What follows belongs to an exercise in optimizing a design on an open flow for small area, a short achievable clock period and few clock cycles per item; a production flow would make more cautious choices. Function was checked by simulation only, so behaviour that the tests miss may differ from the original.

==> 10-28 <==
==> flow/design.v <==
module chacha20_core (
    input  wire         clk,
    input  wire         rst,         
    input  wire         in_valid,
    output wire         in_ready,
    input  wire [255:0] key,         
    input  wire [31:0]  counter,     
    input  wire [95:0]  nonce,       
    output reg          out_valid,
    input  wire         out_ready,
    output wire [511:0] block        
);
    localparam [127:0] CONST = {32'h6b206574, 32'h79622d32, 32'h3320646e, 32'h61707865};
    reg  [383:0] s_q;        
    reg  [511:0] x;          
    reg  [4:0]   rnd;        
    reg          busy;
    assign in_ready = !busy && (!out_valid || out_ready);
    wire accept = in_valid && in_ready;
    function [31:0] add32;
        input [31:0] a, b;
        reg [31:0] g, p, gn, pn;
        integer l, i, k;
        begin
            g = a & b;
            p = a ^ b;
            for (l = 0; l < 5; l = l + 1) begin
                gn = g;
                pn = p;
                for (i = 0; i < 32; i = i + 1) begin
                    if ((i >> l) & 1) begin
                        k = ((i >> l) << l) - 1;
                        gn[i] = g[i] | (p[i] & g[k]);
                        pn[i] = p[i] & p[k];
                    end
                end
                g = gn;
                p = pn;
            end
            add32 = a ^ b ^ {g[30:0], 1'b0};
        end
    endfunction
    function [127:0] qr;
        input [31:0] a_in, b_in, c_in, d_in;
        reg [31:0] a, b, c, d;
        begin
            a = a_in; b = b_in; c = c_in; d = d_in;
            a = add32(a, b); d = d ^ a; d = {d[15:0], d[31:16]};
            c = add32(c, d); b = b ^ c; b = {b[19:0], b[31:20]};
            a = add32(a, b); d = d ^ a; d = {d[23:0], d[31:24]};
            c = add32(c, d); b = b ^ c; b = {b[24:0], b[31:25]};
            qr = {d, c, b, a};
        end
    endfunction
    reg [511:0] y;           
    reg [511:0] xn;          
    integer j, r;
    always @(*) begin
        for (j = 0; j < 4; j = j + 1)
            {y[32*(12+j) +: 32], y[32*(8+j) +: 32], y[32*(4+j) +: 32], y[32*j +: 32]} =
                qr(x[32*j +: 32], x[32*(4+j) +: 32], x[32*(8+j) +: 32], x[32*(12+j) +: 32]);
        for (r = 0; r < 4; r = r + 1)
            for (j = 0; j < 4; j = j + 1)
                xn[32*(4*r+j) +: 32] = y[32*(4*r + ((r - j) & 3)) +: 32];
    end
    always @(posedge clk) begin
        if (rst) begin
            busy      <= 1'b0;
            out_valid <= 1'b0;
        end else if (accept) begin
            busy      <= 1'b1;
            out_valid <= 1'b0;
        end else if (busy) begin
            if (rnd == 5'd19) begin
                busy      <= 1'b0;
                out_valid <= 1'b1;
            end
        end else if (out_ready) begin
            out_valid <= 1'b0;
        end
    end
    always @(posedge clk) begin
        if (accept)
            rnd <= 5'd0;
        else if (busy)
            rnd <= rnd + 5'd1;
    end
    always @(posedge clk) begin
        if (accept) begin
            s_q <= {nonce, counter, key};
            x   <= {nonce, counter, key, CONST};
        end else if (busy) begin
            x   <= xn;
        end
    end
    chacha20_final u_final (.x(x), .s(s_q), .block(block));
endmodule
module chacha20_final (
    input  wire [511:0] x,
    input  wire [383:0] s,
    output wire [511:0] block
);
    localparam [127:0] CONST = {32'h6b206574, 32'h79622d32, 32'h3320646e, 32'h61707865};
    function [31:0] add32_sp;
        input [31:0] a, b;
        reg [31:0] g, p, c;
        reg [7:0] gg, gp;
        integer d, i, k;
        begin
            g = a & b;
            p = a ^ b;
            for (k = 0; k < 8; k = k + 1) begin
                gg[k] = g[4*k+3] | (p[4*k+3] & (g[4*k+2] | (p[4*k+2] & (g[4*k+1] | (p[4*k+1] & g[4*k])))));
                gp[k] = p[4*k+3] & p[4*k+2] & p[4*k+1] & p[4*k];
            end
            for (d = 1; d < 8; d = d * 2)
                for (i = 2 * d - 1; i < 8; i = i + 2 * d) begin
                    gg[i] = gg[i] | (gp[i] & gg[i - d]);
                    gp[i] = gp[i] & gp[i - d];
                end
            for (d = 2; d >= 1; d = d / 2)
                for (i = 3 * d - 1; i < 8; i = i + 2 * d) begin
                    gg[i] = gg[i] | (gp[i] & gg[i - d]);
                    gp[i] = gp[i] & gp[i - d];
                end
            for (k = 0; k < 8; k = k + 1) begin
                c[4*k] = (k == 0) ? 1'b0 : gg[(k == 0) ? 0 : k - 1];
                for (i = 1; i < 4; i = i + 1)
                    c[4*k+i] = g[4*k+i-1] | (p[4*k+i-1] & c[4*k+i-1]);
            end
            add32_sp = p ^ c;
        end
    endfunction
    genvar gi;
    generate
        for (gi = 0; gi < 4; gi = gi + 1) begin : g_oc
            assign block[32*gi +: 32] = add32_sp(x[32*gi +: 32], CONST[32*gi +: 32]);
        end
        for (gi = 4; gi < 16; gi = gi + 1) begin : g_os
            assign block[32*gi +: 32] = add32_sp(x[32*gi +: 32], s[32*(gi-4) +: 32]);
        end
    endgenerate
endmodule
==> flow/flow/run.sh <==
#!/bin/bash
# Layout flow: the standard ORFS flow (standard.sh) with these changes:
#  - synthesis maps adders through ABC like the rest of the logic instead of
#    pre-mapping half/full adder cells (ADDER_MAP_FILE empty); registers are
#    unchanged
#  - global placement buffers every port with a buf_1 cell
#  - CTS inserts no dummy loads
set -uo pipefail
export ADDER_MAP_FILE=
export BUFFER_PORTS_ARGS="-buffer_cell sky130_fd_sc_hd__buf_1"
export CTS_ARGS="-sink_clustering_enable -repair_clock_nets -dont_use_dummy_load"
bash standard.sh SETUP_SLACK_MARGIN=6 finish > standard_flow.log 2>&1
==> flow/standard.sh <==
#!/bin/bash
# synth_recipe.tcl (not shown) runs the flow's synth.tcl, then flattens the netlist and writes it again
# the make line also repeats each setting of config.mk as NAME=value (left out here)
make -C /OpenROAD-flow-scripts/flow DESIGN_CONFIG=/design/flow/config.mk WORK_HOME=/design/flow/orfs CLKGATE_MAP_FILE= SYNTH_SCRIPT=/design/flow/synth_recipe.tcl "${@:-finish}"
==> flow/config.mk <==
export PLATFORM = sky130hd
export DESIGN_NAME = chacha20_core
export DESIGN_NICKNAME = chacha20_core
export VERILOG_FILES = /design/flow/design.v
export SDC_FILE = /design/flow/constraint.sdc
export NUM_CORES = 4
export LEC_CHECK = 0
export ABC_AREA = 1
export CAP_MARGIN = 20
export CORE_MARGIN = 2
export CORE_UTILIZATION = 45
export SETUP_SLACK_MARGIN = 5
export SLEW_MARGIN = 20
export SYNTH_HIERARCHICAL = 1
==> flow/constraint.sdc <==
create_clock -name core_clock -period 14.0 [get_ports {clk}]
set_input_delay 2.8000 -clock core_clock [delete_from_list [all_inputs] [get_ports {clk}]]
set_output_delay 2.8000 -clock core_clock [all_outputs]
set_load 0.01 [all_outputs]
==> 11-20: changes against 10-28 <==
--- a/flow/design.v
+++ b/flow/design.v
@@ -93,51 +93,13 @@
             x   <= xn;
         end
     end
-    chacha20_final u_final (.x(x), .s(s_q), .block(block));
-endmodule
-module chacha20_final (
-    input  wire [511:0] x,
-    input  wire [383:0] s,
-    output wire [511:0] block
-);
-    localparam [127:0] CONST = {32'h6b206574, 32'h79622d32, 32'h3320646e, 32'h61707865};
-    function [31:0] add32_sp;
-        input [31:0] a, b;
-        reg [31:0] g, p, c;
-        reg [7:0] gg, gp;
-        integer d, i, k;
-        begin
-            g = a & b;
-            p = a ^ b;
-            for (k = 0; k < 8; k = k + 1) begin
-                gg[k] = g[4*k+3] | (p[4*k+3] & (g[4*k+2] | (p[4*k+2] & (g[4*k+1] | (p[4*k+1] & g[4*k])))));
-                gp[k] = p[4*k+3] & p[4*k+2] & p[4*k+1] & p[4*k];
-            end
-            for (d = 1; d < 8; d = d * 2)
-                for (i = 2 * d - 1; i < 8; i = i + 2 * d) begin
-                    gg[i] = gg[i] | (gp[i] & gg[i - d]);
-                    gp[i] = gp[i] & gp[i - d];
-                end
-            for (d = 2; d >= 1; d = d / 2)
-                for (i = 3 * d - 1; i < 8; i = i + 2 * d) begin
-                    gg[i] = gg[i] | (gp[i] & gg[i - d]);
-                    gp[i] = gp[i] & gp[i - d];
-                end
-            for (k = 0; k < 8; k = k + 1) begin
-                c[4*k] = (k == 0) ? 1'b0 : gg[(k == 0) ? 0 : k - 1];
-                for (i = 1; i < 4; i = i + 1)
-                    c[4*k+i] = g[4*k+i-1] | (p[4*k+i-1] & c[4*k+i-1]);
-            end
-            add32_sp = p ^ c;
-        end
-    endfunction
     genvar gi;
     generate
         for (gi = 0; gi < 4; gi = gi + 1) begin : g_oc
-            assign block[32*gi +: 32] = add32_sp(x[32*gi +: 32], CONST[32*gi +: 32]);
+            assign block[32*gi +: 32] = add32(x[32*gi +: 32], CONST[32*gi +: 32]);
         end
         for (gi = 4; gi < 16; gi = gi + 1) begin : g_os
-            assign block[32*gi +: 32] = add32_sp(x[32*gi +: 32], s[32*(gi-4) +: 32]);
+            assign block[32*gi +: 32] = add32(x[32*gi +: 32], s_q[32*(gi-4) +: 32]);
         end
     endgenerate
 endmodule
==> flow/run.sh (new file) <==
#!/bin/bash
# synth_recipe.tcl (not shown) runs the flow's synth.tcl, then flattens the netlist and writes it again
# the make line also repeats each setting of config.mk as NAME=value (left out here)
make -C /OpenROAD-flow-scripts/flow DESIGN_CONFIG=/design/flow/config.mk WORK_HOME=/design/flow/orfs CLKGATE_MAP_FILE= SYNTH_SCRIPT=/design/flow/synth_recipe.tcl finish
- CORE_UTILIZATION: 45 -> 40
- SETUP_SLACK_MARGIN: 5 -> not set
- SYNTH_HIERARCHICAL: 1 -> not set
removed: flow/flow/run.sh
removed: flow/standard.sh
==> flow_summary_export.csv <==
group,metric,value,unit
outcome,outcome,"complete, no violations",
synthesis,ys_seq_area_share,32.7,%
final_layout,buffers,943,
synthesis,synth.area.top_cells,"edfxtp_1, ha_1, nand2_1",
critical_path,max_stage_delay,770,ps
routing,drtIter0Drc,9198,
[end of results for 11-20]
==> flow_summary_export.csv <==
group,metric,value,unit
synthesis,synth_most_common_cell,"nand2_1",
synthesis,synth_area_leader_cell,"edfxtp_1",
synthesis,ys_seq_area_share,30.9,%
synthesis,synth.yosys.warnings,8,
outcome,outcome,"complete, no violations",
synthesis,synth.area.top_cells,"edfxtp_1, nand2_1, nand3_1",
final_layout,buffers,1233,
final_layout,clock_buffers,105,
routing,drtIter0Drc,14600,
[end of results for 10-28]
Testbench counts of 10-28, summed over its fixed seeds: cycles 8,072, items 384.
Testbench counts of 11-20, summed over its fixed seeds: cycles 8,072, items 384.

## what the ideal ports hide
Ports are ideal in the flow. The routed layouts listed here were re-timed in OpenROAD.
Step 1: set_driving_cell puts a clkbuf_16 on clk and a buf_2 on each other input, an assumption about the parent block.
Step 2, shift: input delay + t, output delay - t, t = (earliest + latest rising clock arrival at the registers) / 2. This alone moves slack from input paths to output paths.
Slacks: no drivers / after step 1 / after step 2; pairs: no drivers / after step 1.
run | t, ns | slack for setup (ns) | latest minus earliest clock arrival (ns)
10-28 | 0.853 | 6.012 / 6.012 / 5.715 | 0.074 / 0.073
11-20 | 0.888 | 3.169 / 3.169 / 3.169 | 0.064 / 0.064
After both steps every run listed still meets setup and hold. The setup slack of 10-28, which loses most, moves by 0.000 ns with the drivers and by -0.297 ns with both steps.
